Background: an optimization exercise with open tools, aiming at small area and a short achievable clock period. Do not read the settings as production practice.
Where RTL was checked, it was by simulation tests only, not by an equivalence proof against the original.
No functional check of the RTL was part of runs 1 to 3 and 7.
No activity file was given, so power comes from the tool's default toggle rates.

==> design/flow/design.v <==
module frame_detect (
    input  wire         clk,
    input  wire         rst,           
    input  wire         in_valid,
    input  wire [15:0]  in_mag,
    output reg          msg_valid,
    output reg          msg_long,
    output wire [111:0] msg_data
);
    reg         rst_q;           
    reg         ev;              
    reg  [15:0] x;               
    always @(posedge clk) begin
        rst_q <= rst;
        ev    <= in_valid & ~rst;
        x     <= in_mag;
    end
    reg [15:0] w1, w2, w3, w4, w5, w6, w7, w8, w9, w10;
    always @(posedge clk) begin
        if (ev) begin
            w1 <= x;  w2 <= w1; w3 <= w2; w4 <= w3; w5 <= w4;
            w6 <= w5; w7 <= w6; w8 <= w7; w9 <= w8; w10 <= w9;
        end
    end
    wire g1 = w1 > x;            
    wire g2 = w2 > x;
    wire g3 = w3 > x;
    wire g4 = w4 > x;
    wire g5 = w5 > x;
    wire g6 = w6 > x;
    wire l1 = w1 < x;            
    reg q1, q2, q3, q4, q5;
    always @(posedge clk) begin
        if (ev) begin
            q1 <= g1;
            q2 <= q1 & g2;
            q3 <= q2 & g3;
            q4 <= q3 & g4;
            q5 <= q4 & g5;
        end
    end
    wire [17:0] peak_sum  = w9 + w7 + w2 + x;
    reg  [15:0] mean_q;
    always @(posedge clk)
        if (ev)
            mean_q <= peak_sum[17:2];
    wire [17:0] mean3     = 3 * mean_q;
    wire quiet = (mean_q != 16'd0) &&
                 ({2'b00, w10} < mean3) && ({2'b00, w8} < mean3) &&
                 ({2'b00, w3}  < mean3) && ({2'b00, w1} < mean3);
    reg        seen;             
    reg [14:1] pv;
    wire       verdict = pv[14] & q5 & g6;      
    always @(posedge clk) begin
        if (rst_q) begin
            seen <= 1'b0;
            pv   <= 14'd0;
        end else if (ev) begin
            seen   <= 1'b1;
            pv[1]  <= seen & g1;                 
            pv[2]  <= pv[1] & l1;                
            pv[3]  <= pv[2];
            pv[4]  <= pv[3];
            pv[5]  <= pv[4];
            pv[6]  <= pv[5] & q3 & g4;           
            pv[7]  <= pv[6] & l1;                
            pv[8]  <= pv[7] & g1;                
            pv[9]  <= pv[8] & l1;                
            pv[10] <= pv[9] & quiet;             
            pv[11] <= pv[10];
            pv[12] <= pv[11];
            pv[13] <= pv[12];
            pv[14] <= pv[13];
        end
    end
    reg        act;              
    reg        cur_long;
    reg  [7:0] fc;
    reg        pend;
    reg  [6:0] pc;
    reg [55:0] p, q;
    reg        stg;              
    reg        e_skip_end;       
    reg        e_pres_long;      
    reg        e_pres_short;     
    reg        e_lo;             
    reg        e_hi;             
    reg        e_to_p;           
    reg        e_to_q;           
    reg        e_move;           
    wire       cont   = act & ~e_skip_end;
    wire       act_n  = cont | (~act & verdict);
    wire       long_n = (act & (fc == 8'd1)) ? g1 : cur_long;
    wire       pend_n = (pend & ~e_pres_short) | (e_skip_end & ~cur_long);
    wire       stg_n  = (stg & ~e_move) | (act & (fc == 8'd1) & pend);
    wire       lo_n   = cont & ~fc[0] & (fc <= 8'd110);
    wire       hi_n   = cont & ~fc[0] & (fc >= 8'd112) & (fc <= 8'd222) & long_n;
    always @(posedge clk) begin
        if (rst_q) begin
            act          <= 1'b0;
            pend         <= 1'b0;
            stg          <= 1'b0;
            e_skip_end   <= 1'b0;
            e_pres_long  <= 1'b0;
            e_pres_short <= 1'b0;
            e_lo         <= 1'b0;
            e_hi         <= 1'b0;
            e_to_p       <= 1'b0;
            e_to_q       <= 1'b0;
            e_move       <= 1'b0;
        end else if (ev) begin
            act      <= act_n;
            cur_long <= long_n;
            pend     <= pend_n;
            stg      <= stg_n;
            fc       <= act ? fc + 8'd1 : 8'd0;
            pc       <= pend ? pc + 7'd1 : 7'd0;
            e_skip_end   <= cont & (fc == (long_n ? 8'd237 : 8'd125));
            e_pres_long  <= cont & long_n & (fc == 8'd222);
            e_pres_short <= pend_n & pend & (pc == 7'd95);
            e_lo         <= lo_n;
            e_hi         <= hi_n;
            e_to_p       <= lo_n & ~(pend_n | stg_n);
            e_to_q       <= (lo_n & (pend_n | stg_n)) | hi_n;
            e_move       <= stg_n & ~pend_n & ~lo_n & ~hi_n;
        end
    end
    always @(posedge clk) begin
        if (ev) begin
            if (e_to_p)
                p <= {p[54:0], g1};
            else if (e_move)
                p <= q;
            if (e_to_q)
                q <= {q[54:0], g1};
        end
    end
    always @(posedge clk) begin
        msg_valid <= ev & ~rst & (e_pres_long | e_pres_short);
        if (ev & (e_pres_long | e_pres_short))
            msg_long <= e_pres_long;
    end
    assign msg_data = {p, q & {56{msg_long}}};
endmodule
==> design/flow/flow/run.sh <==
#!/bin/bash
# Standard ORFS layout (the standard.sh) with these changes:
#  - ports buffered with buf_2 instead of the resizer's default pick
#  - repair_timing aims for extra setup slack (it only upsizes/rebuffers)
set -euo pipefail
export BUFFER_PORTS_ARGS="-buffer_cell sky130_fd_sc_hd__buf_2"
export SETUP_SLACK_MARGIN=7
bash standard.sh > flow.log 2>&1
==> design/flow/standard.sh <==
#!/bin/bash
# synth_recipe.tcl (not shown) runs the flow's synth.tcl, then flattens the netlist and writes it again
# the make line also repeats each setting of config.mk as NAME=value (left out here)
make -C /OpenROAD-flow-scripts/flow DESIGN_CONFIG=/design/flow/config.mk WORK_HOME=/design/flow/orfs CLKGATE_MAP_FILE= SYNTH_SCRIPT=/design/flow/synth_recipe.tcl "${@:-finish}"
==> design/flow/config.mk <==
export PLATFORM = sky130hd
export DESIGN_NAME = frame_detect
export DESIGN_NICKNAME = frame_detect
export VERILOG_FILES = /design/flow/design.v
export SDC_FILE = /design/flow/constraint.sdc
export NUM_CORES = 4
export LEC_CHECK = 0
export CAP_MARGIN = 20
export CORE_MARGIN = 2
export CORE_UTILIZATION = 40
export SLEW_MARGIN = 20
==> design/flow/constraint.sdc <==
create_clock -name core_clock -period 10.0 [get_ports {clk}]
set_input_delay 2.0000 -clock core_clock [delete_from_list [all_inputs] [get_ports {clk}]]
set_output_delay 2.0000 -clock core_clock [all_outputs]
set_load 0.01 [all_outputs]
==> impl_results.md, run 1 <==
* Post-synth cell types at 72
* Area leader, netlist: edfxtp_1
* RSZ-0062 raised after global routing: true
* Mapped Area at ~0.018 sq mm
* Initial antenna violation count at 1
* I/O Pins at between 100 and 150
* Starting Density at between 40% and 50%
* CP Max Fanout at 4
* Die Wd at ~220 um
* Max VDD drop at 0.108 mV
* Clock Skews at 0.0227 ns
* Critical Path RT at 10.47 ns
* Layout overhead on the synthesized area at 23.4%
* Port bufs at about 130
* Min cycle time layout at 3.81 ns
* Gr usage total at around 18%
* Power Dens Cells at between 150 and 200 mW/mm^2
* # DRC at 0
* Register bit total from synthesis at around 350
* Cts bufs inserted at 40
* # setup viols final at 0
* Clock power share at 34.6%
* Status: complete, no violations
* Yosys top cell area share at between 50% and 60%
* H-tree lvl count at 2
* Pin count of the biggest net entering global routing at 80
* Switching Share at between 20% and 30%
* First-pass GRT wire length at approximately 64000 um
* Pre-Repair DR Iteration Count at 5
* WL per Instance at around 19 um
* DRT Wirelength at 41600 um
* Tightest Pin Transition at between 0.9 and 1 ns
* Fillers at between 3000 and 4000
* Worst-path clk slew at around 0.06 ns
* Top post-synthesis cells by area: edfxtp_1, ha_1, dfxtp_1, fa_1, mux2_2
* Gate Count Post-Synth at about 1300
* Clk Latency, worst-skew pair at 0.56 ns
* Grt total ovfl at 0
* Clock Root Buffer: clkbuf_16
* Syn Area/Cell at 13.7 sq um
* Clk buf depth at 3
* Regs by FF count: p x56, q x56
* Die Span Y at 216 um
* CTS tree: yes
* Routability cong. at between 0.8 and 0.9
* Hold Slack at roughly 0.45 ns
* Startpoint types: flip-flop
* Max cap viols at 0
* Antenna cells at 0
* Relative slew slack at between 30 and 40%
* Register area share after synthesis at around 57%
* Die area at approximately 0.046 sq mm
* Min-delay worst type: reg -> reg
* Vias in the first global route at around 12000
* Ys flop type: edfxtp_1
* Crit Path Category: reg -> reg
* Utilization after layout at between 40% and 50%
* Psw at roughly 1.2 mW
* Sequential power share at 41.3%
* TritonCTS sink count at 353
* Leakage at a little under 9 nW
* Final period util at between 30% and 40%
* Synth warn at 1
* Fin. max-slew vios at 0
* Final ANT Viol Nets at 0
* DR iter-0 viols at approximately 550
* Logic pwr share at around a quarter
* Fmax at 262 MHz
* Post-Synthesis Net Count at 1549
* Critical path capture point type: flip-flop
* CP cell instances: ha_4 -> fa_2 -> a21oi_4 -> o22ai_2 -> o211ai_1 -> a21oi_2 -> o211ai_1 -> nand2_1 -> xnor2_2 -> buf_6 -> ha_4 -> nor4_4 -> nand4_1 -> nor4_2 -> o31ai_1 -> nor4b_2 -> o311ai_1 -> o31ai_1
* Share of layout cells above drive strength 1 at ~28%
* Nets@finish at 1771
* Number of flops mapped to enable cells by yosys at 310
* Final Hold Vio Count at 0
* Setup TNS at 0 ns
* Slowest CP cell: edfxtp_1
* Vias after detailed routing at 11324
* Share of synthesized flip-flops with an asynchronous set or reset at 0%
* Core Region at between 0.04 and 0.05 sq mm
* Vias per cell at 5.27
* CTS Hold Buffers Added at 0
* Worst Path Buf+Inv at 1
* Critical Path AT at about 4.3 ns
* CP delay by family, top: compound AO/OA/AOI/OAI gates
* Max incr delay on CP at roughly 0.44 ns
* Post-DP HPWL at between 20000 and 30000 um
* Row count at a little under 80
* Internal at 2.95 mW
## cells in the mapped netlist (7+ instances only)
library cell	count
a211oi_1	13
fa_1	33
nor2_1	44
and2_1	70
a21o_1	38
dfxtp_1	43
mux2_2	57
nand2_1	35
nand4_1	26
o21a_1	26
mux2i_1	7
edfxtp_1	310
nor3_1	17
xnor2_1	24
inv_1	70
nor2b_1	22
clkbuf_1	18
ha_1	191
nand2b_1	15
o21ai_0	27
nand3_1	41
a21oi_1	57
o21bai_1	7
xor2_1	12
## power by group through the flow
stage | clock, mW | sequential [mW] | combinational [mW]
final | 1.43 | 1.71 | 0.999
after global routing | 1.53 | 1.72 | 1.12
after CTS | 1.48 | 1.71 | 0.973
after detailed placement | 0 | 1.74 | 0.873
after global placement | 0 | 1.74 | 0.842
after floorplan | 0 | 1.73 | 0.656
## kinds of logic (layout without fill, tap and decap cells)
group	after synthesis	count (layout)	share of synthesized area, %
AO/OA/AOI/OAI	232	232	9.02
XOR/XNOR	36	36	1.76
adder cells (fa/ha/maj)	225	225	17.1
buffers and inverters	94	346	2.01
flip-flops	353	353	56.8
multiplexers	64	64	3.98
AND/OR/NAND/NOR	302	302	9.33
## timing repair
item,in CTS,in global routing
gates cloned,7,0
setup endpoints to repair,202,201
buffers inserted,42,18
gates resized for setup,105,76
pin swaps,49,11
## path summary, 6_finish.rpt
path / startpoint / endpoint / slack [ns] / depth (start not counted)
worst min-delay path: w5[12] / w6[12] / 0.45 / 0
worst max-delay path: mean_q[1] / pv[10] / 6.19 / 18
worst min register to register: w5[12] / w6[12] / 0.45 / 0
worst max register to register: mean_q[1] / pv[10] / 6.19 / 18
## layout make-up
type / count / area, sq um / area share, %
multi-input combinational: 859 / 7840 / 35.5
inverter: 70 / 263 / 1.19
tap: 592 / 741 / 3.35
sequential: 353 / 10200 / 46.1
clock inverter: 20 / 191 / 0.867
timing repair buffer: 204 / 1800 / 8.13
clock buffer: 52 / 1090 / 4.92
## cell usage in the layout, fill, tap and decap left out, types with 5 or more instances in the layout
| cell type | n |
|---|---|
| a211oi_1 | 8 |
| a21o_1 | 38 |
| a21oi_1 | 50 |
| a21oi_2 | 6 |
| and2_1 | 14 |
| and2_4 | 56 |
| and3_1 | 5 |
| buf_16 | 7 |
| buf_2 | 72 |
| buf_4 | 51 |
| buf_6 | 71 |
| clkbuf_1 | 8 |
| clkbuf_16 | 40 |
| clkinv_2 | 9 |
| dfxtp_1 | 38 |
| edfxtp_1 | 310 |
| fa_1 | 31 |
| ha_1 | 184 |
| ha_4 | 7 |
| inv_1 | 69 |
| mux2_2 | 57 |
| mux2i_1 | 7 |
| nand2_1 | 35 |
| nand2b_1 | 15 |
| nand3_1 | 41 |
| nand4_1 | 26 |
| nor2_1 | 42 |
| nor2b_1 | 20 |
| nor3_1 | 17 |
| o211ai_1 | 6 |
| o21a_1 | 25 |
| o21ai_0 | 24 |
| o21bai_1 | 7 |
| or2_2 | 6 |
| xnor2_1 | 20 |
| xor2_1 | 11 |
## worst register-to-register path: stages (launching register included)
cell and delay, ns:
edfxtp_1 0.44, ha_4 0.20, fa_2 0.42, a21oi_4 0.18, o22ai_2 0.10, o211ai_1 0.25
a21oi_2 0.11, o211ai_1 0.20, nand2_1 0.13, xnor2_2 0.15, buf_6 0.15, ha_4 0.16
nor4_4 0.27, nand4_1 0.14, nor4_2 0.16, o31ai_1 0.13, nor4b_2 0.24, o311ai_1 0.13
o31ai_1 0.19
## per-layer routing
layer | track usage [%] | wire length [um]
met5 | 0 | 0
met2 | 29.2 | 19500
met3 | 2.71 | 1660
met1 | 23.8 | 19300
met4 | 5.56 | 1150
## stage by stage
| stage | worst slack [ns] | instance area, sq um | instances | power [mW] |
|---|---|---|---|---|
| CTS | 6.16 | 21600 | 2132 | 4.17 |
| global placement | 6.10 | 19300 | 2011 | 2.58 |
| detailed placement | 5.93 | 19300 | 2011 | 2.62 |
| finish | 6.19 | 22100 | 2150 | 4.14 |
| floorplan | 6.56 | 18000 | 1306 | 2.38 |
| global route | 5.96 | 22100 | 2150 | 4.36 |
==> run 2, diff against run 1 <==
--- a/design/flow/design.v
+++ b/design/flow/design.v
@@ -135,10 +135,15 @@
                 q <= {q[54:0], g1};
         end
     end
+    reg [3:0] lng;
     always @(posedge clk) begin
         msg_valid <= ev & ~rst & (e_pres_long | e_pres_short);
         if (ev & (e_pres_long | e_pres_short))
             msg_long <= e_pres_long;
+        lng[0] <= e_pres_long;
+        lng[1] <= e_pres_long & ev;
+        lng[2] <= e_pres_long & ~e_pres_short;
+        lng[3] <= e_pres_long & ~rst;
     end
-    assign msg_data = {p, q & {56{msg_long}}};
+    assign msg_data = {p, q & {{14{lng[3]}}, {14{lng[2]}}, {14{lng[1]}}, {14{lng[0]}}}};
 endmodule
==> design/flow/flow/run.sh (replaced) <==
#!/bin/bash
set -euo pipefail
export BUFFER_PORTS_ARGS="-buffer_cell sky130_fd_sc_hd__buf_2"
export SETUP_SLACK_MARGIN=7
bash standard.sh > flow.log 2>&1
--- a/design/flow/config.mk
+++ b/design/flow/config.mk
@@ -5,7 +5,10 @@
 export SDC_FILE = /design/flow/constraint.sdc
 export NUM_CORES = 4
 export LEC_CHECK = 0
+export ABC_AREA = 1
 export CAP_MARGIN = 20
 export CORE_MARGIN = 2
 export CORE_UTILIZATION = 40
+export CTS_BUF_LIST = sky130_fd_sc_hd__clkbuf_8
+export CTS_CLUSTER_SIZE = 30
 export SLEW_MARGIN = 20
==> run 2 against run 1 <==
  * Critical path depth increased by 3
  * Sequential share of layout area fell by 0.31 points
  * Worst hold slack worse by 0.043 ns
  * Die area increased by 0.78%
  * Fmax increased by 11%
  * Non-clock buffer count is 40 higher
  * Sequential power about the same
  * Via count increased by 11%
  * Largest cell class unchanged
==> impl_results.md, run 2 <==
* Status: complete, no violations
* Mapped Area at 0.0180 sq mm (+0.79%)
* Crit. Startpoint: mean_q[1]
* Area leader, netlist: edfxtp_1
* Synth cell count leaders: nand2_1, edfxtp_1, ha_1, inv_1, a21oi_1
* I/O Pins at 133 (unchanged)
* Post-synth cell types at 52 (-28%)
* Logic pwr share at 26.0% (+1.9 points)
* Min-delay worst type: reg -> reg
* Critical Path AT at 4.01 ns (-0.27 ns)
* # setup viols final at 0 (unchanged)
* H-tree lvl count at 2 (unchanged)
* Antenna cells at 0 (unchanged)
* Vias in the first global route at 12648 (+9.9%)
* Internal at 2.79 mW (-5.4%)
* Post-Synthesis Net Count at 1856 (+20%)
* Clk buf depth at 3 (unchanged)
* Grt total ovfl at 0 (unchanged)
* CP cell instances: ha_2 -> fa_2 -> a31oi_4 -> o21ai_4 -> a31oi_4 -> xor2_4 -> buf_4 -> ha_1 -> nand2_1 -> o21ai_0 -> nor2_1 -> nand3_1 -> nand2_1 -> nand3b_1 -> nand2_1 -> a21oi_1 -> nor2_1 -> nand2_1 -> nand2_1 -> nand2_1 -> a21oi_2
* Nets@finish at 2140 (+21%)
* Clock power share at 31.3% (-3.3 points)
* Die area at 0.0468 sq mm (+0.78%)
* Slowest CP cell: edfxtp_1
* Sequential power share at 42.7% (+1.4 points)
* Most frequent CP cell: nand2_1
* Critical Path RT at 10.57 ns (+0.10 ns)
* Final period util at 34.3% (-3.8 points)
* Ys flop type: edfxtp_1
* Routability cong. at 0.824 (-2.9%)
* Fin. max-slew vios at 0 (unchanged)
* Cell Count, Final, Fillers Out at 2541 (+18%)
* Final ANT Viol Nets at 0 (unchanged)
* Most common cell after layout, fill and taps aside: nand2_1
* Register bit total from synthesis at 357 (+1.1%)
* DRT Wirelength at 41800 um (+0.29%)
* Clock Skews at 0.0169 ns (-0.00586 ns)
* Max incr delay on CP at 0.40 ns (-0.04 ns)
* WL per Instance at 16.4 um (-15%)
* CTS tree: yes
* Yosys top cell area share at 51.6% (-0.41 points)
* Synth warn at 1 (unchanged)
* Share of layout cells above drive strength 1 at 26.1% (-2.4 points)
* CP Max Fanout at 4 (unchanged)
* Post-DP HPWL at 28600 um (-0.30%)
* Met2 usage at 28.6% (-0.56 points)
* Met1 GRT Util at 23.3% (-0.57 points)
* Starting Density at 40.6% (+0.14 points)
* First-pass GRT wire length at 64800 um (+1.7%)
* Fillers at 3831 (+2.6%)
* Multi-input gate area at 0.00757 sq mm (-3.4%)
* Placed cells at 2320 (+15%)
* Syn Area/Cell at 11.2 sq um (-18%)
* CTS Hold Buffers Added at 0 (unchanged)
* Register Area at 0.0103 sq mm (+0.90%)
* Die Span Y at 216 um (+0.39%)
* RSZ-0062 raised after global routing: true
* Tightest Pin Transition at 1.01 ns (+0.0494 ns)
* Dpl ws at 6.41 ns (+0.477 ns)
* Crit Path Category: reg -> reg
* Worst-path clk slew at 0.06 ns (about the same)
* Most frequent cells in the layout: nand2_1, edfxtp_1, ha_1, inv_1, buf_4
* Switching Share at 31.0% (+2.1 points)
* Fmax at 291 MHz (+11%)
* Power Dens Cells at 180 mW/mm^2 (-4.0%)
* Min-delay src: e_pres_long
* Share of synthesized flip-flops with an asynchronous set or reset at 0% (unchanged)
* Vias after detailed routing at 12553 (+11%)
* # DRC at 0 (unchanged)
* Number of flops mapped to enable cells by yosys at 310 (unchanged)
* Most used routing layer: met2
* Clk Latency, worst-skew pair at 0.66 ns (+0.10 ns)
* Die Wd at 216 um (+0.39%)
* Critical path capture point type: flip-flop
* Post-route setup slack at 6.57 ns (+0.377 ns)
* Pin count of the biggest net entering global routing at 181 (+130%)
* Top post-synthesis cells by area: edfxtp_1, ha_1, nand2_1, dfxtp_1, inv_1
* TritonCTS sink count at 357 (+1.1%)
* Design area at 0.0224 sq mm (+1.6%)
* Layout overhead on the synthesized area at 24.4%
* Cts bufs inserted at 61 (+53%)
* GR Layer Usage met3 at 3.69% (+0.99 points)
* Port bufs at 132 (unchanged)
* Total Power Consumption at 4.04 mW (-2.4%)
* Gr usage total at 17.5% (-0.17 points)
* Leakage at 9.89 nW (+14%)
* Max cap viols at 0 (unchanged)
* Clock Root Buffer: clkbuf_8
* Relative slew slack at 32.5% (-3.3 points)
* Most numerous cell in the Yosys netlist: nand2_1
* Core Region at 0.0444 sq mm (+0.44%)
* Initial antenna violation count at 0 (-1)
* Row count at 77 (unchanged)
* Gate Count Post-Synth at 1613 (+24%)
* Register area share after synthesis at 56.8% (about the same)
* Psw at 1.25 mW (+4.8%)
* Regs by FF count: p x56, q x56
* DR iter-0 viols at 753 (+38%)
* Final Hold Vio Count at 0 (unchanged)
* Min cycle time layout at 3.43 ns (-0.377 ns)
* Post-DP Area at 0.0195 sq mm (+0.80%)
* Pre-Repair DR Iteration Count at 5 (unchanged)
* Worst flop-to-flop path startpoint: mean_q[1]
* Vias per cell at 4.94 (-6.2%)
* Startpoint types: flip-flop
* Max VDD drop at 0.0870 mV (-19%)
* Setup TNS at 0 ns (unchanged)
-- run 2: area by class of cell --
cell class	instances	area share [%]
Clock buffer	68	4.17
Clock inverter	47	1.06
Inverter	190	3.23
Multi-Input combinational cell	1043	33.7
Sequential cell	357	45.8
Tap cell	592	3.30
Timing Repair Buffer	244	8.72
-- run 2: final timing paths --
path | end | slack [ns] | depth (start not counted)
max | pv[10] | 6.57 | 21
min | lng[0] | 0.41 | 0
max reg2reg | pv[10] | 6.57 | 21
min reg2reg | lng[0] | 0.41 | 0
-- run 2: worst max-delay path: cells and delay by family (launching register included) --
family	cells	cell delay, ns
buffers and inverters	1	0.14
AND/OR/NAND/NOR	10	0.92
AO/OA/AOI/OAI	6	0.80
adder cells (fa/ha/maj)	3	0.84
XOR/XNOR	1	0.23
flip-flops	1	0.40
-- run 2: per-stage QoR --
step / util (%) / hold WS, ns
global placement: 43.9 / 0.405
detailed placement: 43.9 / 0.410
CTS: 48.3 / 0.409
finish: 50.5 / 0.410
floorplan: - / 0.385
global route: 50.5 / 0.427
-- run 2: logic make-up after synthesis --
kind of cell             after synthesis  share of synthesized area [%]
AND/OR/NAND/NOR                      600                           14.1
flip-flops                           357                           56.8
adder cells (fa/ha/maj)              224                           16.9
buffers and inverters                213                           4.64
AO/OA/AOI/OAI                        192                           6.25
XOR/XNOR                              27                           1.31
-- run 2: power groups by stage --
| stage | logic (mW) | registers, mW | clock network [mW] |
|---|---|---|---|
| after floorplan | 0.682 | 1.75 | 0 |
| after global placement | 0.882 | 1.75 | 0 |
| after detailed placement | 0.911 | 1.76 | 0 |
| after CTS | 0.988 | 1.72 | 1.31 |
| after global routing | 1.20 | 1.73 | 1.37 |
| final | 1.05 | 1.73 | 1.27 |
-- run 2: timing repair --
item	in CTS	in global routing
cloned	0	0
gates resized for setup	76	188
setup endpoints to repair	121	126
pin swaps	31	60
buffers inserted	67	39
-- run 2: per-layer routing --
layer	routed length, um	share of wire, %
met5	0	0
met3	2160	5.2
met4	877	2.1
met1	18900	45
met2	19800	47
==> run 3, diff against run 2 <==
--- a/design/flow/config.mk
+++ b/design/flow/config.mk
@@ -9,6 +9,4 @@
 export CAP_MARGIN = 20
 export CORE_MARGIN = 2
 export CORE_UTILIZATION = 40
-export CTS_BUF_LIST = sky130_fd_sc_hd__clkbuf_8
-export CTS_CLUSTER_SIZE = 30
 export SLEW_MARGIN = 20
==> run 3 against run 2 <==
  * Cell count down 1.0%
  * Cell area rose by 1.7%
  * Register-to-register slack is essentially flat
  * Die area stayed put
  * Routed wire length up 1.1%
  * Global-route usage rose by 0.11 points
  * Sequential share of layout area fell by 0.77 points
  * Critical path type unchanged
  * Critical endpoint unchanged
  * Highest routed layer unchanged
==> impl_results.md, run 3 <==
* Status: complete, no violations
* Regs by FF count: p x56, q x56
* CP delay by family, top: simple AND/OR/NAND/NOR gates
* Min-delay worst type: reg -> reg
* Syn Area/Cell at 11.2 sq um (unchanged)
* H-tree lvl count at 2 (unchanged)
* Vias per cell at 4.97 (+0.64%)
* Final Hold Vio Count at 0 (unchanged)
* Setup TNS at 0 ns (unchanged)
* Max cap viols at 0 (unchanged)
* Top post-synthesis cells by area: edfxtp_1, ha_1, nand2_1, dfxtp_1, inv_1
* Final period util at 34.5% (+0.15 points)
* Synth warn at 1 (unchanged)
* Vias after detailed routing at 12504 (-0.39%)
* DR iter-0 viols at 890 (+18%)
* Startpoint types: flip-flop
* Power Dens Cells at 184 mW/mm^2 (+2.2%)
* CP Max Fanout at 5 (+1)
* Share of layout cells above drive strength 1 at 27.0% (+0.94 points)
* Most numerous cell in the Yosys netlist: nand2_1
* Register area share after synthesis at 56.8% (unchanged)
* Ys flop type: edfxtp_1
* Area leader, netlist: edfxtp_1
* Slowest CP cell: or4_1
* Mapped Area at 0.0180 sq mm (unchanged)
* Clk Latency, worst-skew pair at 0.55 ns (-0.11 ns)
* Most frequent cells in the layout: nand2_1, edfxtp_1, ha_1, inv_1, buf_4
* Worst-path clk slew at 0.06 ns (about the same)
* Gr usage total at 17.6% (+0.11 points)
* Grt total ovfl at 0 (unchanged)
* Max VDD drop at 0.103 mV (+19%)
* Worst Path Buf+Inv at 2 (+1)
* CTS Hold Buffers Added at 0 (unchanged)
* Row count at 77 (unchanged)
* Post-Synthesis Net Count at 1856 (unchanged)
* Critical Path RT at 10.47 ns (-0.10 ns)
* Port bufs at 132 (unchanged)
* RSZ-0062 raised after global routing: true
* CTS tree: yes
* Starting Density at 40.6% (unchanged)
* Post-route setup slack at 6.55 ns (-0.0145 ns)
* Clock Root Buffer: clkbuf_16
* Dpl ws at 6.41 ns (unchanged)
* Max incr delay on CP at 0.50 ns (+0.10 ns)
* Routability cong. at 0.824 (unchanged)
* Crit Path Category: reg -> reg
* Tightest Pin Transition at 1.01 ns (-0.00291 ns)
* Fmax at 290 MHz (-0.42%)
* CP cell instances: inv_1 -> ha_1 -> nand2_2 -> inv_1 -> nand2_1 -> nand2_1 -> nand2_1 -> nand3_2 -> a21oi_1 -> o21bai_2 -> a21boi_2 -> xor2_1 -> ha_1 -> or4_1 -> nor2_1 -> nand2_1 -> nor2_1 -> nand2_1 -> nand2_1 -> nand2_1 -> a21oi_2
* # DRC at 0 (unchanged)
* Clk buf depth at 3 (unchanged)
* Pin count of the biggest net entering global routing at 181 (unchanged)
* Die Wd at 216 um (unchanged)
* First-pass GRT wire length at 65300 um (+0.88%)
* Post-synth cell types at 52 (unchanged)
* Min cycle time layout at 3.45 ns (+0.0145 ns)
* Relative slew slack at 32.7% (+0.19 points)
* Fin. max-slew vios at 0 (unchanged)
* # setup viols final at 0 (unchanged)
* Most frequent CP cell: nand2_1
* Core Region at 0.0444 sq mm (unchanged)
* Utilization after layout at 51.4% (+0.86 points)
* Critical Path AT at 3.92 ns (-0.09 ns)
* Initial antenna violation count at 0 (unchanged)
* Layout overhead on the synthesized area at 26.5%
* WL per Instance at 16.8 um (+2.2%)
* Die Span Y at 216 um (unchanged)
* Synth cell count leaders: nand2_1, edfxtp_1, ha_1, inv_1, a21oi_1
* TritonCTS sink count at 357 (unchanged)
* Final ANT Viol Nets at 0 (unchanged)
* Leakage at 10.0 nW (+1.5%)
* Pre-Repair DR Iteration Count at 6 (+1)
* DRT Wirelength at 42200 um (+1.1%)
* Total Power Consumption at 4.20 mW (+4.0%)
* Cts bufs inserted at 40 (-34%)
* Clock Skews at 0.0245 ns (+0.00762 ns)
* Gate Count Post-Synth at 1613 (unchanged)
* Number of flops mapped to enable cells by yosys at 310 (unchanged)
* Die area at 0.0468 sq mm (unchanged)
* Most common cell after layout, fill and taps aside: nand2_1
* Critical path capture point type: flip-flop
* Nets@finish at 2135 (-0.23%)
* Share of synthesized flip-flops with an asynchronous set or reset at 0% (unchanged)
* Yosys top cell area share at 51.6% (unchanged)
* Vias in the first global route at 12606 (-0.33%)
* I/O Pins at 133 (unchanged)
* Post-DP HPWL at 28600 um (unchanged)
* Register bit total from synthesis at 357 (unchanged)
run 3: changes by cell type in the layout (fill, tap and decap cells not counted), sizes merged:
| cell | previous run | this run |
|---|---|---|
| buf | 244 | 260 |
| diode | 0 | 1 |
| clkinv | 16 | 12 |
| inv | 217 | 188 |
| clkbuf | 68 | 58 |
run 3: cells by family after synthesis:
kind of cell | after synthesis | share of synthesized area, %
buffers and inverters | 213 | 4.64
AO/OA/AOI/OAI | 192 | 6.25
adder cells (fa/ha/maj) | 224 | 16.9
AND/OR/NAND/NOR | 600 | 14.1
flip-flops | 357 | 56.8
XOR/XNOR | 27 | 1.31
run 3: worst register-to-register path, stage by stage (launching register included):
cell and delay, ns:
edfxtp_1 0.41, inv_1 0.06, ha_1 0.38, nand2_2 0.15, inv_1 0.05, nand2_1 0.07, nand2_1 0.05, nand2_1 0.16
nand3_2 0.13, a21oi_1 0.20, o21bai_2 0.10, a21boi_2 0.18, xor2_1 0.15, ha_1 0.21, or4_1 0.50, nor2_1 0.12
nand2_1 0.07, nor2_1 0.09, nand2_1 0.06, nand2_1 0.06, nand2_1 0.06, a21oi_2 0.10
run 3: layer usage:
metal	track usage (%)	wire length (um)
met2	29.5	20300
met3	2.44	1710
met5	0	0
met1	23.5	19100
met4	5.78	1100
run 3: repair_timing:
action / CTS / global route
buffers inserted: 83 / 39
gates resized for setup: 162 / 149
pin swaps: 66 / 34
endpoints found under the setup margin: 121 / 126
run 3: final timing paths:
kind	end	slack, ns	startpoint	cells after the start
worst max-delay path	pv[10]	6.55	mean_q[4]	21
worst min-delay path	lng[0]	0.41	e_pres_long	0
worst max register to register	pv[10]	6.55	mean_q[4]	21
worst min register to register	lng[0]	0.41	e_pres_long	0
run 3: stage by stage:
step | instances | area (sq um) | hold slack [ns]
after floorplan | 1613 | 18200 | 0.385
after global placement | 2320 | 19500 | 0.405
after detailed placement | 2320 | 19500 | 0.410
after CTS | 2475 | 21900 | 0.409
after global routing | 2514 | 22800 | 0.426
final | 2515 | 22800 | 0.406
run 3: report_power, final:
group | internal, mW | total, mW | leakage [nW] | switching, mW
registers | 1.68 | 1.72 | 3.22 | 0.0466
logic | 0.437 | 1.05 | 6.20 | 0.612
clock network | 0.847 | 1.43 | 0.621 | 0.582
total | 2.96 | 4.20 | 10.0 | 1.24
run 3: layout make-up:
type                            instances  area [sq um]
Tap cell                              592           741
Multi-Input combinational cell       1043          7690
Inverter                              190           722
Fill cell                            3718         21600
Clock buffer                           58          1150
Sequential cell                       357         10300
Antenna cell                            1          2.50
Clock inverter                         14           116
Timing Repair Buffer                  260          2130
==> run 4, diff against run 3 <==
--- a/design/flow/design.v
+++ b/design/flow/design.v
@@ -15,11 +15,12 @@
         ev    <= in_valid & ~rst;
         x     <= in_mag;
     end
-    reg [15:0] w1, w2, w3, w4, w5, w6, w7, w8, w9, w10;
+    reg [15:0] w1, w2, w3, w4, w5, w6, w7, w8, w9, w10, w11;
     always @(posedge clk) begin
         if (ev) begin
             w1 <= x;  w2 <= w1; w3 <= w2; w4 <= w3; w5 <= w4;
             w6 <= w5; w7 <= w6; w8 <= w7; w9 <= w8; w10 <= w9;
+            w11 <= w10;
         end
     end
     wire g1 = w1 > x;            
@@ -39,15 +40,21 @@
             q5 <= q4 & g5;
         end
     end
-    wire [17:0] peak_sum  = w9 + w7 + w2 + x;
+    reg  [17:0] part_q;
     reg  [15:0] mean_q;
+    reg  [17:0] mean3_q;
+    reg         mean_nz;
+    wire [17:0] peak_sum = part_q + x;
     always @(posedge clk)
-        if (ev)
-            mean_q <= peak_sum[17:2];
-    wire [17:0] mean3     = 3 * mean_q;
-    wire quiet = (mean_q != 16'd0) &&
-                 ({2'b00, w10} < mean3) && ({2'b00, w8} < mean3) &&
-                 ({2'b00, w3}  < mean3) && ({2'b00, w1} < mean3);
+        if (ev) begin
+            part_q  <= w8 + w6 + w1;
+            mean_q  <= peak_sum[17:2];
+            mean3_q <= 3 * mean_q;
+            mean_nz <= mean_q != 16'd0;
+        end
+    wire quiet = mean_nz &&
+                 ({2'b00, w11} < mean3_q) && ({2'b00, w9} < mean3_q) &&
+                 ({2'b00, w4}  < mean3_q) && ({2'b00, w2} < mean3_q);
     reg        seen;             
     reg [14:1] pv;
     wire       verdict = pv[14] & q5 & g6;      
@@ -66,8 +73,8 @@
             pv[7]  <= pv[6] & l1;                
             pv[8]  <= pv[7] & g1;                
             pv[9]  <= pv[8] & l1;                
-            pv[10] <= pv[9] & quiet;             
-            pv[11] <= pv[10];
+            pv[10] <= pv[9];
+            pv[11] <= pv[10] & quiet;            
             pv[12] <= pv[11];
             pv[13] <= pv[12];
             pv[14] <= pv[13];
--- a/design/flow/config.mk
+++ b/design/flow/config.mk
@@ -9,4 +9,6 @@
 export CAP_MARGIN = 20
 export CORE_MARGIN = 2
 export CORE_UTILIZATION = 40
+export CTS_BUF_LIST = sky130_fd_sc_hd__clkbuf_8
+export CTS_CLUSTER_SIZE = 30
 export SLEW_MARGIN = 20
==> run 4 against run 3 <==
  * Worst hold slack improved by 0.010 ns
  * Setup slack improved by 0.063 ns
  * Register-to-register slack improved by 0.74 ns
  * Fmax rose by 1.9%
  * Synthesized area rose by 12%
  * Synthesized cell count rose by 13%
  * Clock-buffer cell count rose by 25
  * Largest cell class unchanged
  * Highest routed layer unchanged
==> impl_results.md, run 4 <==
* Status: complete, no violations
* Routability cong. at 0.907 (+10%)
* Reg2reg end: part_q[12]
* # setup viols final at 0 (unchanged)
* CP delay by family, top: flip-flops
* Synth cell count leaders: nand2_1, edfxtp_1, ha_1, inv_1, a21oi_1
* Die Wd at 229 um (+5.8%)
* Power Dens Cells at 168 mW/mm^2 (-9.0%)
* Post-Synthesis Net Count at 2067 (+11%)
* Vias per cell at 4.92 (-1.0%)
* Hold Path End: w8[10]
* Final Hold Vio Count at 0 (unchanged)
* Vias after detailed routing at 13869 (+11%)
* Pre-Repair DR Iteration Count at 4 (-2)
* Final period util at 33.9% (-0.63 points)
* Most frequent cells in the layout: nand2_1, edfxtp_1, inv_1, ha_1, a21oi_1
* Logic pwr share at 13.3% (-12 points)
* Yosys top cell area share at 53.9% (+2.3 points)
* Leakage at 10.6 nW (+5.9%)
* First-pass GRT wire length at 73200 um (+12%)
* Pin count of the biggest net entering global routing at 191 (+5.5%)
* Gate Count Post-Synth at 1815 (+13%)
* Register area share after synthesis at 58.5% (+1.7 points)
* Total Power Consumption at 4.04 mW (-4.0%)
* Core Region at 0.0501 sq mm (+13%)
* DR iter-0 viols at 921 (+3.5%)
* Layout overhead on the synthesized area at 19.0%
* CP Max Fanout at 7 (+2)
* Port bufs at 132 (unchanged)
* Post-DP Area at 0.0217 sq mm (+12%)
* Min-delay src: w7[10]
* Initial antenna violation count at 0 (unchanged)
* Slowest CP cell: dfxtp_4
* Placed cells at 2604 (+12%)
* Mapped Area at 0.0202 sq mm (+12%)
* H-tree lvl count at 3 (+1)
* Tightest Pin Transition at 1.11 ns (+0.104 ns)
* Most numerous cell in the Yosys netlist: nand2_1
* Cts bufs inserted at 73 (+83%)
* Design area at 0.0241 sq mm (+5.5%)
* Critical Path AT at 1.39 ns (-2.53 ns)
* DRT Wirelength at 46400 um (+9.8%)
* Grt total ovfl at 0 (unchanged)
* Ys flop type: edfxtp_1
* Max cap viols at 0 (unchanged)
* RSZ-0062 raised after global routing: true
* Psw at 1.10 mW (-11%)
* Area leader, netlist: edfxtp_1
* Fmax at 295 MHz (+1.9%)
* Post-synth cell types at 49 (-5.8%)
* Clk buf depth at 3 (unchanged)
* Share of layout cells above drive strength 1 at 19.0% (-8.0 points)
* Register bit total from synthesis at 410 (+15%)
* TritonCTS sink count at 410 (+15%)
* Cell Count, Final, Fillers Out at 2819 (+12%)
* Internal at 2.94 mW (-0.87%)
* # DRC at 0 (unchanged)
* Die Span Y at 229 um (+5.8%)
* Row count at 82 (+6.5%)
* Number of flops mapped to enable cells by yosys at 363 (+17%)
* WL per Instance at 16.5 um (-2.0%)
* Clock Root Buffer: clkbuf_8
* Gr usage total at 17.7% (+0.13 points)
* Utilization after layout at 48.1% (-3.3 points)
* Hold Path Depth at 0 (unchanged)
* I/O Pins at 133 (unchanged)
* Post-route setup slack at 6.61 ns (+0.0627 ns)
* Reg2Reg Depth at 9 (-57%)
* Crit Path Category: reg -> out
* Hold Slack at 0.417 ns (+0.0105 ns)
* CTS tree: yes
* Fillers at 4554 (+22%)
* CP cell instances: buf_8 -> nand2_2 -> inv_2 -> buf_6
* Clock power share at 37.1% (+3.1 points)
* Min-delay worst type: reg -> reg
* Top post-synthesis cells by area: edfxtp_1, ha_1, nand2_1, dfxtp_1, inv_1
* Syn Area/Cell at 11.1 sq um (-0.37%)
* Share of synthesized flip-flops with an asynchronous set or reset at 0% (unchanged)
* Worst flop-to-flop path startpoint: w1[3]
* Max incr delay on CP at 0.39 ns (-0.11 ns)
* Clk Latency, worst-skew pair at 0.64 ns (+0.09 ns)
* Most common cell after layout, fill and taps aside: nand2_1
* Setup TNS at 0 ns (unchanged)
* Min cycle time layout at 3.39 ns (-0.0627 ns)
* Antenna cells at 0 (-1)
* Sequential power share at 49.6% (+8.6 points)
* Vias in the first global route at 14007 (+11%)
* Relative slew slack at 25.8% (-7.0 points)
* Regs by FF count: p x56, q x56
* Critical Path RT at 8.00 ns (-2.47 ns)
* Reg2Reg Setup Slack at 7.29 ns (+0.74 ns)
* Synth warn at 1 (unchanged)
* Fin. max-slew vios at 0 (unchanged)
* Dpl ws at 7.04 ns (+0.627 ns)
* Starting Density at 40.4% (-0.22 points)
* Worst Path Buf+Inv at 3 (+1)
* Nets@finish at 2342 (+9.7%)
* Final ANT Viol Nets at 0 (unchanged)
* Startpoint types: flip-flop
* Die area at 0.0524 sq mm (+12%)
* Worst-path clk slew at 0.07 ns (about the same)
* Clock Skews at 0.0208 ns (-0.00369 ns)
* CTS Hold Buffers Added at 0 (unchanged)
* Critical path capture point type: primary output
* Switching Share at 27.2% (-2.3 points)
* Post-DP HPWL at 32800 um (+14%)
* Max VDD drop at 0.101 mV (-1.8%)
run 4: layout make-up:
class / instances / area, sq um / share of cell area [%]
sequential: 410 / 11900 / 49.3
multi-input combinational: 1167 / 7570 / 31.5
timing repair buffer: 223 / 1590 / 6.62
clock buffer: 83 / 1140 / 4.75
tap: 672 / 841 / 3.49
inverter: 215 / 811 / 3.37
clock inverter: 49 / 248 / 1.03
run 4: metal layers:
| metal | global-route usage [%] | part of all wire, % | up-vias |
|---|---|---|---|
| met3 | 3.53 | 4.8 | 97 |
| met4 | 6.70 | 2.9 | 0 |
| met2 | 29.3 | 47 | 368 |
| met5 | 0 | 0 | - |
| li1 | - | - | 6813 |
| met1 | 22.9 | 45 | 6591 |
run 4: power by group through the flow:
| stage | Sequential [mW] | Clock, mW | Combinational, mW |
|---|---|---|---|
| finish | 2.00 | 1.50 | 0.539 |
| detailed placement | 2.04 | 0 | 0.535 |
| floorplan | 2.03 | 0 | 0.376 |
| CTS | 2.00 | 1.54 | 0.542 |
| global placement | 2.03 | 0 | 0.520 |
| global route | 2.01 | 1.62 | 0.617 |
run 4: worst max path at each step:
stage               slack [ns]   start  cells after the start      endpoint
floorplan                 6.16      ev                      4          p[0]
global placement          7.08  lng[0]                      3   msg_data[6]
detailed placement        7.04  lng[0]                      3   msg_data[0]
CTS                       6.59    q[0]                      3   msg_data[0]
global route              6.54  lng[1]                      4  msg_data[26]
finish                    6.61  lng[1]                      4  msg_data[26]
run 4: cells by family after synthesis:
logic type | count (synthesis) | share of synthesized area, %
compound gates | 239 | 6.90
xor+xnor | 42 | 1.82
fa+ha+maj | 233 | 15.1
buf+inv | 238 | 4.42
flops | 410 | 58.5
simple gates | 653 | 13.2
run 4: timing repair:
item | in CTS | in global routing
setup buffers | 56 | 27
gates resized for setup | 10 | 87
hold endpoints to repair | 0 | 0
endpoints found under the setup margin | 114 | 114
pin swaps | 0 | 13
==> run 5, diff against run 4 <==
--- a/design/flow/config.mk
+++ b/design/flow/config.mk
@@ -9,6 +9,7 @@
 export CAP_MARGIN = 20
 export CORE_MARGIN = 2
 export CORE_UTILIZATION = 40
-export CTS_BUF_LIST = sky130_fd_sc_hd__clkbuf_8
+export CTS_BUF_LIST = sky130_fd_sc_hd__clkbuf_16
+export CTS_CLUSTER_DIAMETER = 80
 export CTS_CLUSTER_SIZE = 30
 export SLEW_MARGIN = 20
==> run 5 against run 4 <==
  * Critical path depth did not move
  * Die area is the same
  * Largest cell class unchanged
  * Largest power group unchanged
  * Clock-buffer cell count fell by 58
  * Clock skew rose by 0.016 ns
  * Power fell by 7.0%
  * Setup slack improved by 0.067 ns
  * Global-route usage fell by 0.68 points
  * Synthesized cell count is the same
  * Synthesized area did not move
  * Still clean
  * Sequential share of layout area is 0.95 points higher
  * Combinational power hardly changed
==> impl_results.md, run 5 <==
* Placed cells at 2604 (unchanged)
* Share of layout cells above drive strength 1 at 17.5% (-1.5 points)
* Row count at 82 (unchanged)
* Max cap viols at 0 (unchanged)
* Core Region at 0.0501 sq mm (unchanged)
* Antenna cells at 0 (unchanged)
* RSZ-0062 raised after global routing: true
* Gate Count Post-Synth at 1815 (unchanged)
* Reg2reg end: part_q[12]
* Top post-synthesis cells by area: edfxtp_1, ha_1, nand2_1, dfxtp_1, inv_1
* Critical Path RT at 8.00 ns (about the same)
* Reg2Reg Setup Slack at 7.28 ns (about the same)
* Final period util at 33.2% (-0.67 points)
* Yosys top cell area share at 53.9% (unchanged)
* Die area at 0.0524 sq mm (unchanged)
* Worst flop-to-flop path startpoint: w1[3]
* First-pass GRT wire length at 71300 um (-2.6%)
* Leakage at 10.3 nW (-3.2%)
* Port bufs at 132 (unchanged)
* Fin. max-slew vios at 0 (unchanged)
* # setup viols final at 0 (unchanged)
* Mapped Area at 0.0202 sq mm (unchanged)
* Pin count of the biggest net entering global routing at 191 (unchanged)
* Synth cell count leaders: nand2_1, edfxtp_1, ha_1, inv_1, a21oi_1
* Max VDD drop at 0.138 mV (+36%)
* Multi-input gate area at 0.00758 sq mm (about the same)
* Grt total ovfl at 0 (unchanged)
* WL per Instance at 16.5 um (+0.46%)
* I/O Pins at 133 (unchanged)
* Most frequent cells in the layout: nand2_1, edfxtp_1, ha_1, inv_1, a21oi_1
* Share of synthesized flip-flops with an asynchronous set or reset at 0% (unchanged)
* Status: complete, no violations
* # DRC at 0 (unchanged)
* CTS tree: yes
* Vias per cell at 4.97 (+1.1%)
* Clk buf depth at 3 (unchanged)
* Register Area at 0.0119 sq mm (unchanged)
* Power Dens Cells at 159 mW/mm^2 (-5.2%)
* Post-DP Area at 0.0217 sq mm (unchanged)
* Final Hold Vio Count at 0 (unchanged)
* Utilization after layout at 47.2% (-0.91 points)
* Relative slew slack at 25.8% (+0.029 points)
* Syn Area/Cell at 11.1 sq um (unchanged)
* DR iter-0 viols at 1018 (+11%)
* Register bit total from synthesis at 410 (unchanged)
* Area leader, netlist: edfxtp_1
* Tightest Pin Transition at 1.11 ns (-0.000429 ns)
* Layout overhead on the synthesized area at 16.7%
* Pre-Repair DR Iteration Count at 5 (+1)
* Cts bufs inserted at 25 (-66%)
* Post-synth cell types at 49 (unchanged)
* DRT Wirelength at 45200 um (-2.5%)
* Clock Root Buffer: clkbuf_16
* Startpoint types: flip-flop
* Hold Path End: w11[7]
* Critical Path AT at 1.32 ns (-0.07 ns)
* Setup TNS at 0 ns (unchanged)
* Register area share after synthesis at 58.5% (unchanged)
* Post-Synthesis Net Count at 2067 (unchanged)
* Ys flop type: edfxtp_1
* Clk Latency, worst-skew pair at 0.61 ns (-0.03 ns)
* H-tree lvl count at 1 (-2)
* Min-delay worst type: reg -> reg
* Fmax at 301 MHz (+2.0%)
* Synth warn at 1 (unchanged)
* Crit Path Category: reg -> out
* Reg2Reg Depth at 9 (unchanged)
* Fillers at 4548 (-0.13%)
* Final ANT Viol Nets at 0 (unchanged)
* Vias after detailed routing at 13606 (-1.9%)
* Most common cell after layout, fill and taps aside: nand2_1
* CP Max Fanout at 7 (unchanged)
* Initial antenna violation count at 0 (unchanged)
* Gr usage total at 17.0% (-0.68 points)
* Number of flops mapped to enable cells by yosys at 363 (unchanged)
* Die Wd at 229 um (unchanged)
* Regs by FF count: p x56, q x56
* Post-DP HPWL at 32800 um (unchanged)
* Worst-path clk slew at 0.12 ns (+0.05 ns)
* Hold Path Depth at 0 (unchanged)
* TritonCTS sink count at 410 (unchanged)
* Clock Skews at 0.0369 ns (+0.0161 ns)
* Most numerous cell in the Yosys netlist: nand2_1
* Cell Count, Final, Fillers Out at 2735 (-3.0%)
* Design area at 0.0236 sq mm (-1.9%)
* Min-delay src: w10[7]
* Nets@finish at 2296 (-2.0%)
* Critical path capture point type: primary output
* Min cycle time layout at 3.32 ns (-0.0669 ns)
* Starting Density at 40.4% (unchanged)
* Routability cong. at 0.907 (unchanged)
* Vias in the first global route at 13501 (-3.6%)
* Die Span Y at 229 um (unchanged)
==> run 5: cell counts after synthesis <==
No cell type changed its count.
==> run 5: metrics by stage <==
step                      total power [mW]  hold slack (ns)  worst slack, ns
after CTS                             3.79            0.419             6.67
final                                 3.75            0.405             6.68
after global placement                2.55            0.401             7.08
after detailed placement              2.57            0.405             7.04
after global routing                  3.93            0.421             6.62
after floorplan                       2.41            0.385             6.16
==> run 5: kinds of logic (layout without fill, tap and decap cells) <==
kind of cell / after synthesis / in the layout / synth area share, %
simple gates: 653 / 653 / 13.2
flops: 410 / 410 / 58.5
compound gates: 239 / 239 / 6.90
buf+inv: 238 / 486 / 4.42
fa+ha+maj: 233 / 233 / 15.1
xor+xnor: 42 / 42 / 1.82
==> run 5: layout make-up <==
cell class,count,area share [%]
timing repair buffer,225,6.65
multi-input combinational,1167,32.1
sequential,410,50.2
inverter,215,3.43
clock buffer,25,2.65
clock inverter,21,1.37
tap,672,3.56
==> run 5: worst max path at each step <==
stage	endpoint	depth (start not counted)	slack, ns	start
floorplan	p[0]	4	6.16	ev
global placement	msg_data[6]	3	7.08	lng[0]
detailed placement	msg_data[0]	3	7.04	lng[0]
CTS	msg_data[0]	3	6.67	q[0]
global route	msg_data[0]	4	6.62	lng[0]
finish	msg_data[22]	4	6.68	lng[1]
==> run 5: metal layers <==
layer,vias up,part of all wire (%),GRT usage (%)
li1,6698,-,-
met5,-,0,0
met4,0,2.6,4.57
met1,6522,45,22.9
met2,329,48,29.2
met3,57,3.8,1.87
==> run 5: timing repair <==
action | 4_1_cts | 5_1_grt
setup buffers | 56 | 29
pin swaps | 0 | 9
gates resized for setup | 10 | 89
hold buffers | 0 | 0
setup endpoints to repair | 114 | 114
==> run 5: critical path, stage by stage, from the launching register on <==
cell and delay (ns):
dfxtp_4 0.39, buf_8 0.14, nand2_2 0.06, inv_2 0.05
buf_6 0.09
==> run 5: power by group <==
part | leakage, nW | switching (mW) | total (mW) | internal (mW)
Clock | 0.462 | 0.694 | 1.22 | 0.525
Combinational | 6.11 | 0.343 | 0.538 | 0.195
Sequential | 3.71 | 0.0467 | 2.00 | 1.95
Total | 10.3 | 1.08 | 3.75 | 2.67
==> run 6, diff against run 5 <==
==> design/flow/flow/run.sh (replaced) <==
#!/bin/bash
set -euo pipefail
export BUFFER_PORTS_ARGS="-buffer_cell sky130_fd_sc_hd__buf_2"
export SETUP_SLACK_MARGIN=6.6
bash standard.sh > flow.log 2>&1
==> run 6 against run 5 <==
  * Largest power group unchanged
  * Routed wire length decreased by 3.7%
  * Via count fell by 2.7%
  * Non-clock buffer count is 85 lower
  * Synthesized area did not move
  * Critical path depth is 1 lower
  * Power is 2.7% lower
  * Cell area down 4.4%
  * Sequential share of layout area up 2.3 points
  * Combinational power shrank 0.9%
  * Flip-flop and latch count unchanged
  * Core utilization decreased by 2.1 points
  * Global-route usage is 0.60 points lower
==> impl_results.md, run 6 <==
* Status: complete, no violations
* Most numerous cell in the Yosys netlist: nand2_1
* Syn Area/Cell at 11.1 sq um (unchanged)
* Port bufs at 132 (unchanged)
* Clock Root Buffer: clkbuf_16
* Min cycle time layout at 3.30 ns (-0.0243 ns)
* Fillers at 4606 (+1.3%)
* Post-CTS setup buffers at 0 (-100%)
* # DRC at 0 (unchanged)
* Cts bufs inserted at 23 (-8.0%)
* Max VDD drop at 0.151 mV (+9.5%)
* Most used routing layer: met2
* Min-delay worst type: reg -> reg
* Pin count of the biggest net entering global routing at 80 (-58%)
* Grt total ovfl at 0 (unchanged)
* Multi-input gate area at 0.00750 sq mm (-0.99%)
* Vias after detailed routing at 13238 (-2.7%)
* Tightest Pin Transition at 1.01 ns (-0.0991 ns)
* Clk Latency, worst-skew pair at 0.58 ns (-0.03 ns)
* Nets@finish at 2209 (-3.8%)
* Vias in the first global route at 13023 (-3.5%)
* Clock Skews at 0.0335 ns (-0.00342 ns)
* Max cap viols at 0 (unchanged)
* # setup viols final at 0 (unchanged)
* Share of synthesized flip-flops with an asynchronous set or reset at 0% (unchanged)
* Final ANT Viol Nets at 0 (unchanged)
* Share of layout cells above drive strength 1 at 11.2% (-6.2 points)
* Register bit total from synthesis at 410 (unchanged)
* Gr usage total at 16.4% (-0.60 points)
* Final Hold Vio Count at 0 (unchanged)
* Layout overhead on the synthesized area at 11.6%
* Routability cong. at 0.901 (-0.65%)
* Hold Path Depth at 0 (unchanged)
* Startpoint types: flip-flop
* Starting Density at 40.4% (unchanged)
* Design area at 0.0226 sq mm (-4.4%)
* Fmax at 303 MHz (+0.74%)
* Reg2Reg Setup Slack at 7.19 ns (-0.09 ns)
* Ys flop type: edfxtp_1
* Die Wd at 229 um (unchanged)
* Power Dens Cells at 162 mW/mm^2 (+1.8%)
* Yosys top cell area share at 53.9% (unchanged)
* Most frequent cells in the layout: nand2_1, edfxtp_1, ha_1, inv_1, buf_2
* Most common cell after layout, fill and taps aside: nand2_1
* Utilization after layout at 45.1% (-2.1 points)
* Met1 GRT Util at 22.4% (-0.50 points)
* Synth warn at 1 (unchanged)
* Fin. max-slew vios at 0 (unchanged)
* Regs by FF count: p x56, q x56
* Post-DP Area at 0.0217 sq mm (about the same)
* Reg2reg end: w8[15]
* Met2 usage at 27.4% (-1.8 points)
* Setup TNS at 0 ns (unchanged)
* Crit Path Category: reg -> out
* CTS tree: yes
* GR Layer Usage met3 at 2.07% (+0.20 points)
* TritonCTS sink count at 410 (unchanged)
* Number of flops mapped to enable cells by yosys at 363 (unchanged)
* Cell Count, Final, Fillers Out at 2646 (-3.3%)
* Gate Count Post-Synth at 1815 (unchanged)
* Mapped Area at 0.0202 sq mm (unchanged)
* Top post-synthesis cells by area: edfxtp_1, ha_1, nand2_1, dfxtp_1, inv_1
* Post-synth cell types at 49 (unchanged)
* DRT Wirelength at 43500 um (-3.7%)
* Register area share after synthesis at 58.5% (unchanged)
* Relative slew slack at 32.4% (+6.6 points)
* Antenna cells at 0 (unchanged)
* Vias per cell at 5.00 (+0.57%)
* H-tree lvl count at 1 (unchanged)
* Area leader, netlist: edfxtp_1
* Leakage at 9.81 nW (-4.6%)
* Hold Path End: w11[14]
* Die Span Y at 229 um (unchanged)
* Synth cell count leaders: nand2_1, edfxtp_1, ha_1, inv_1, a21oi_1
* CP Max Fanout at 3 (-4)
* I/O Pins at 133 (unchanged)
* Final period util at 33.0% (-0.24 points)
* DR iter-0 viols at 886 (-13%)
* Worst flop-to-flop path startpoint: ev
* Core Region at 0.0501 sq mm (unchanged)
* Worst-path clk slew at 0.10 ns (-0.02 ns)
* Die area at 0.0524 sq mm (unchanged)
* Critical Path RT at 8.00 ns (about the same)
* Dpl ws at 7.04 ns (+0.00328 ns)
* Post-Synthesis Net Count at 2067 (unchanged)
* Initial antenna violation count at 0 (unchanged)
* Reg2Reg Depth at 2 (-7)
* Pre-Repair DR Iteration Count at 5 (unchanged)
* Critical Path AT at 1.30 ns (-0.02 ns)
* First-pass GRT wire length at 68700 um (-3.7%)
* WL per Instance at 16.4 um (-0.50%)
* RSZ-0062 raised after global routing: false
* Post-route setup slack at 6.70 ns (+0.0243 ns)
* Critical path capture point type: primary output
* Clk buf depth at 3 (unchanged)
* Placed cells at 2604 (unchanged)
* Post-DP HPWL at 32500 um (-0.93%)
* Register Area at 0.0119 sq mm (about the same)
* Row count at 82 (unchanged)
* Min-delay src: w10[14]
==> run 6: kinds of logic (layout without fill, tap and decap cells) <==
group / count (synthesis) / after routing / synth area share, %
AOI/OAI and AO/OA: 239 / 239 / 6.90
buffers and inverters: 238 / 397 / 4.42
DFF: 410 / 410 / 58.5
xor gates and xnor gates: 42 / 42 / 1.82
adders and majority gates: 233 / 233 / 15.1
and+or+nand+nor: 653 / 653 / 13.2
==> run 6: area by class of cell <==
class | instances | area share, %
Sequential cell | 410 | 52.5
Multi-Input combinational cell | 1167 | 33.2
Tap cell | 672 | 3.72
Inverter | 215 | 3.59
Timing Repair Buffer | 140 | 3.19
Clock buffer | 24 | 2.66
Clock inverter | 18 | 1.04
==> run 6: how the worst max path moves through the flow <==
| stage | start | to | cells after the start |
|---|---|---|---|
| after floorplan | ev | p[0] | 4 |
| after global placement | lng[0] | msg_data[6] | 3 |
| after detailed placement | lng[0] | msg_data[2] | 3 |
| after CTS | lng[1] | msg_data[27] | 3 |
| after global routing | lng[0] | msg_data[0] | 3 |
| final | q[36] | msg_data[36] | 3 |
==> run 6: timing repair <==
action	4_1_cts	5_1_grt
setup endpoints to repair	56	26
gates resized for setup	5	3
hold buffers	0	0
cloned	0	0
==> run 6: worst max-delay path, cell delays in order, from the launching register on <==
cell	delay (ns)
edfxtp_1	0.47
nand2_1	0.09
inv_1	0.03
buf_2	0.12
==> run 6: report_power, final <==
part	switching [mW]	total [mW]	leakage (nW)	internal [mW]
sequential	0.0488	2.00	3.71	1.95
clock	0.620	1.12	0.402	0.501
combinational	0.341	0.533	5.70	0.193
==> run 6: metrics by stage <==
step	hold WS, ns	power, mW
final	0.404	3.65
after global routing	0.415	3.83
after CTS	0.398	3.70
after detailed placement	0.405	2.57
after global placement	0.401	2.55
after floorplan	0.385	2.41
==> run 6: metal layers <==
metal  share of wire (%)  up-vias
met5                   0        -
met4                 3.0        0
met3                 4.1       70
met2                  47      333
met1                  46     6325
li1                    -     6510
==> run 7, diff against run 6 <==
--- a/design/flow/design.v
+++ b/design/flow/design.v
@@ -142,15 +142,12 @@
                 q <= {q[54:0], g1};
         end
     end
-    reg [3:0] lng;
+    reg [55:0] lo;
     always @(posedge clk) begin
         msg_valid <= ev & ~rst & (e_pres_long | e_pres_short);
         if (ev & (e_pres_long | e_pres_short))
             msg_long <= e_pres_long;
-        lng[0] <= e_pres_long;
-        lng[1] <= e_pres_long & ev;
-        lng[2] <= e_pres_long & ~e_pres_short;
-        lng[3] <= e_pres_long & ~rst;
+        lo <= {q[54:0], g1} & {56{ev & e_pres_long}};
     end
-    assign msg_data = {p, q & {{14{lng[3]}}, {14{lng[2]}}, {14{lng[1]}}, {14{lng[0]}}}};
+    assign msg_data = {p, lo};
 endmodule
==> run 7 against run 6 <==
  * Core utilization increased by 0.063 points
  * Cell area increased by 4.9%
  * Critical path depth is 2 lower
  * Sequential power increased by 11%
  * Synthesized area increased by 4.6%
  * Die area grew 4.6%
  * Flip-flop and latch count increased by 52
  * Cell count up 0.87%
  * Synthesized cell count is 0.17% higher
  * Via count grew 1.0%
  * Largest power group unchanged
  * Highest routed layer unchanged
==> impl_results.md, run 7 <==
* # setup viols final at 0 (unchanged)
* Clock Skews at 0.0296 ns (-0.00384 ns)
* Die Span Y at 234 um (+2.3%)
* Worst flop-to-flop path startpoint: ev
* DRT Wirelength at 44500 um (+2.3%)
* RSZ-0062 raised after global routing: false
* Reg2reg end: pv[11]
* Port bufs at 132 (unchanged)
* Area leader, netlist: edfxtp_1
* Routability cong. at 0.860 (-4.5%)
* Xor-xnor portion of the synthesized cell area at 1.70% (-0.12 points)
* Cell Count, Final, Fillers Out at 2669 (+0.87%)
* Design area at 0.0237 sq mm (+4.9%)
* Hold Path Depth at 0 (unchanged)
* Startpoint types: flip-flop
* Most common cell after layout, fill and taps aside: edfxtp_1
* Row count at 84 (+2.4%)
* Clk Latency, worst-skew pair at 0.60 ns (+0.02 ns)
* Min-delay src: w7[14]
* Ys flop type: edfxtp_1
* Die area at 0.0548 sq mm (+4.6%)
* Most numerous cell in the Yosys netlist: edfxtp_1
* Antenna cells at 0 (unchanged)
* Core Region at 0.0524 sq mm (+4.7%)
* Slowest CP cell: edfxtp_1
* # DRC at 0 (unchanged)
* Post-DP Area at 0.0227 sq mm (+4.4%)
* Post-synthesis mux area share at 0% (unchanged)
* Synth warn at 1 (unchanged)
* Starting Density at 40.4% (-0.045 points)
* Wire length on met1 at 20800 um (+3.5%)
* Post-synthesis adder-cell area fraction at 14.4% (-0.67 points)
* Mapped Area at 0.0212 sq mm (+4.6%)
* Hold Path End: w8[14]
* WL per Instance at 16.7 um (+1.5%)
* Compound-Gate Fraction of Synth Area at 7.94% (+1.0 points)
* Most frequent cells in the layout: edfxtp_1, nand2_1, ha_1, inv_1, nor2_1
* Max VDD drop at 0.141 mV (-6.6%)
* Final Hold Vio Count at 0 (unchanged)
* Pin count of the biggest net entering global routing at 112 (+40%)
* Uppermost layer routed: met4
* CP delay by family, top: flip-flops
* First-pass GRT wire length at 68900 um (+0.36%)
* Worst-path clk slew at 0.11 ns (about the same)
* Post-synthesis simple-gate area fraction at 10.7% (-2.5 points)
* Post-synth cell types at 50 (+2.0%)
* Clk buf depth at 3 (unchanged)
* Vias in the first global route at 13139 (+0.89%)
* Crit Path Category: reg -> out
* Critical path capture point type: primary output
* I/O Pins at 133 (unchanged)
* Critical Path AT at 1.21 ns (-0.09 ns)
* Reg2Reg Depth at 4 (+2)
* Worst Path Buf+Inv at 1 (-1)
* Top post-synthesis cells by area: edfxtp_1, ha_1, dfxtp_1, nand2_1, inv_1
* CTS tree: yes
* Pre-Repair DR Iteration Count at 5 (unchanged)
* Vias after detailed routing at 13375 (+1.0%)
* Largest family of logic cells by synthesized area: adder cells
* Relative slew slack at 33.0% (+0.57 points)
* TritonCTS sink count at 462 (+13%)
* Leakage at 9.93 nW (+1.2%)
* Regs by FF count: lo x56, p x56, q x56
* Critical Path RT at 8.00 ns (about the same)
* Cts bufs inserted at 27 (+17%)
* Max cap viols at 0 (unchanged)
* Placed cells at 2619 (+0.58%)
* Share of synthesized flip-flops with an asynchronous set or reset at 0% (unchanged)
* Fillers at 4819 (+4.6%)
* DR iter-0 viols at 829 (-6.4%)
* Yosys top cell area share at 51.5% (-2.4 points)
* Setup TNS at 0 ns (unchanged)
* Post-Synthesis Net Count at 2070 (+0.15%)
* CTS Hold Buffers Added at 0 (unchanged)
* Vias per cell at 5.01 (+0.16%)
* Post-CTS setup buffers at 0 (unchanged)
* Grt total ovfl at 0 (unchanged)
* Synth cell count leaders: edfxtp_1, nand2_1, ha_1, inv_1, nor2_1
* Met3 routed WL at 1860 um (+5.1%)
* Min-delay worst type: reg -> reg
* Initial antenna violation count at 0 (unchanged)
* CTS-repair resized insts at 0 (-5)
* Post-DP HPWL at 32800 um (+1.1%)
* Max incr delay on CP at 0.45 ns (-0.02 ns)
* Number of flops mapped to enable cells by yosys at 363 (unchanged)
* CP cell instances: buf_2
* Gate Count Post-Synth at 1818 (+0.17%)
* Register bit total from synthesis at 462 (+13%)
* Reg2Reg Setup Slack at 6.97 ns (-0.22 ns)
* Final ANT Viol Nets at 0 (unchanged)
* Layout overhead on the synthesized area at 11.9%
* Tightest Pin Transition at 1.01 ns (-0.00852 ns)
* Status: complete, no violations
* Share of layout cells above drive strength 1 at 11.4% (+0.16 points)
* Min cycle time layout at 3.21 ns (-0.0840 ns)
* Fmax at 311 MHz (+2.6%)
* Die Wd at 234 um (+2.3%)
* Gr usage total at 16.1% (-0.33 points)
* DR WL met2 at 20400 um (+0.34%)
* H-tree lvl count at 1 (unchanged)
* Fin. max-slew vios at 0 (unchanged)
* Power Dens Cells at 172 mW/mm^2 (+6.1%)
* Syn Area/Cell at 11.6 sq um (+4.5%)
* Nets@finish at 2212 (+0.14%)
* Register area share after synthesis at 60.9% (+2.3 points)
* Clock Root Buffer: clkbuf_16
* Final period util at 32.1% (-0.84 points)
* CP Max Fanout at 1 (-2)
[run 7: stage by stage]
stage | util [%] | worst slack, ns | hold WS, ns | power [mW]
2_1_floorplan | - | 6.09 | 0.400 | 2.63
3_3_place_gp | 43.2 | 6.93 | 0.400 | 2.77
3_5_place_dp | 43.3 | 6.89 | 0.405 | 2.79
4_1_cts | 45.1 | 6.75 | 0.420 | 4.11
5_1_grt | 45.1 | 6.65 | 0.435 | 4.25
6_report | 45.1 | 6.79 | 0.425 | 4.06
[run 7: worst max path at each step]
| stage | depth (start not counted) | startpoint | to |
|---|---|---|---|
| 3_5_place_dp | 4 | ev | pv[11] |
| 6_report | 1 | msg_long | msg_long |
| 2_1_floorplan | 4 | ev | p[0] |
| 4_1_cts | 1 | p[8] | msg_data[64] |
| 3_3_place_gp | 4 | ev | pv[11] |
| 5_1_grt | 4 | ev | pv[11] |
[run 7: report_power, final]
| group | total [mW] | internal (mW) | switching [mW] |
|---|---|---|---|
| logic | 0.535 | 0.196 | 0.339 |
| registers | 2.21 | 2.16 | 0.0513 |
| clock network | 1.32 | 0.580 | 0.740 |
| total | 4.06 | 2.93 | 1.13 |
[run 7: cells by family after synthesis]
logic type | after synthesis
xor gates and xnor gates | 41
buffers and inverters | 245
and+or+nand+nor | 543
DFF | 462
adders and majority gates | 233
AOI/OAI and AO/OA | 294
[run 7: routing by layer]
layer | GRT usage [%] | vias to the layer above
met4 | 5.14 | 0
met2 | 26.7 | 302
met3 | 1.95 | 72
met1 | 22.0 | 6415
li1 | - | 6586
met5 | 0 | -
[run 7: layout make-up]
| cell class | instances | area [sq um] | area share (%) |
|---|---|---|---|
| multi-input cells | 1111 | 7380 | 31.2 |
| repair buffers | 138 | 718 | 3.03 |
| well taps | 688 | 861 | 3.64 |
| clock inverters | 23 | 317 | 1.34 |
| clock buffers | 27 | 676 | 2.85 |
| flip-flops and latches | 462 | 12900 | 54.4 |
| inverters | 220 | 835 | 3.52 |

what the ideal ports hide:
Ports are ideal in the flow. The routed layouts listed here were re-timed in OpenROAD. Step 1 sets driving cells, clkbuf_16 on the clock port and buf_2 on the other inputs (assumed; they add their load-dependent delay and slew). Step 2 adds t to the input delays and takes it off the output delays; t is the mean of the earliest and latest rising clock arrival at the registers after step 1. Input paths then give back, and output paths get back, about the clock's delay inside the block. Three values: ideal ports, drivers, drivers and shift; two values: the first two.
run	t, ns	setup WS [ns]	slew at the worst register clock pin (ns)
run 1	0.601	6.188 / 6.188 / 6.188	0.06 / 0.06
run 2	0.695	6.565 / 6.555 / 6.565	0.07 / 0.07
run 3	0.587	6.551 / 6.551 / 6.551	0.06 / 0.06
run 4	0.678	6.614 / 6.566 / 7.244	0.07 / 0.07
run 5	0.641	6.680 / 6.621 / 7.262	0.12 / 0.12
run 6	0.615	6.705 / 6.652 / 7.192	0.11 / 0.11
run 7	0.638	6.789 / 6.738 / 6.971	0.11 / 0.11
After both steps every run listed still meets setup and hold.
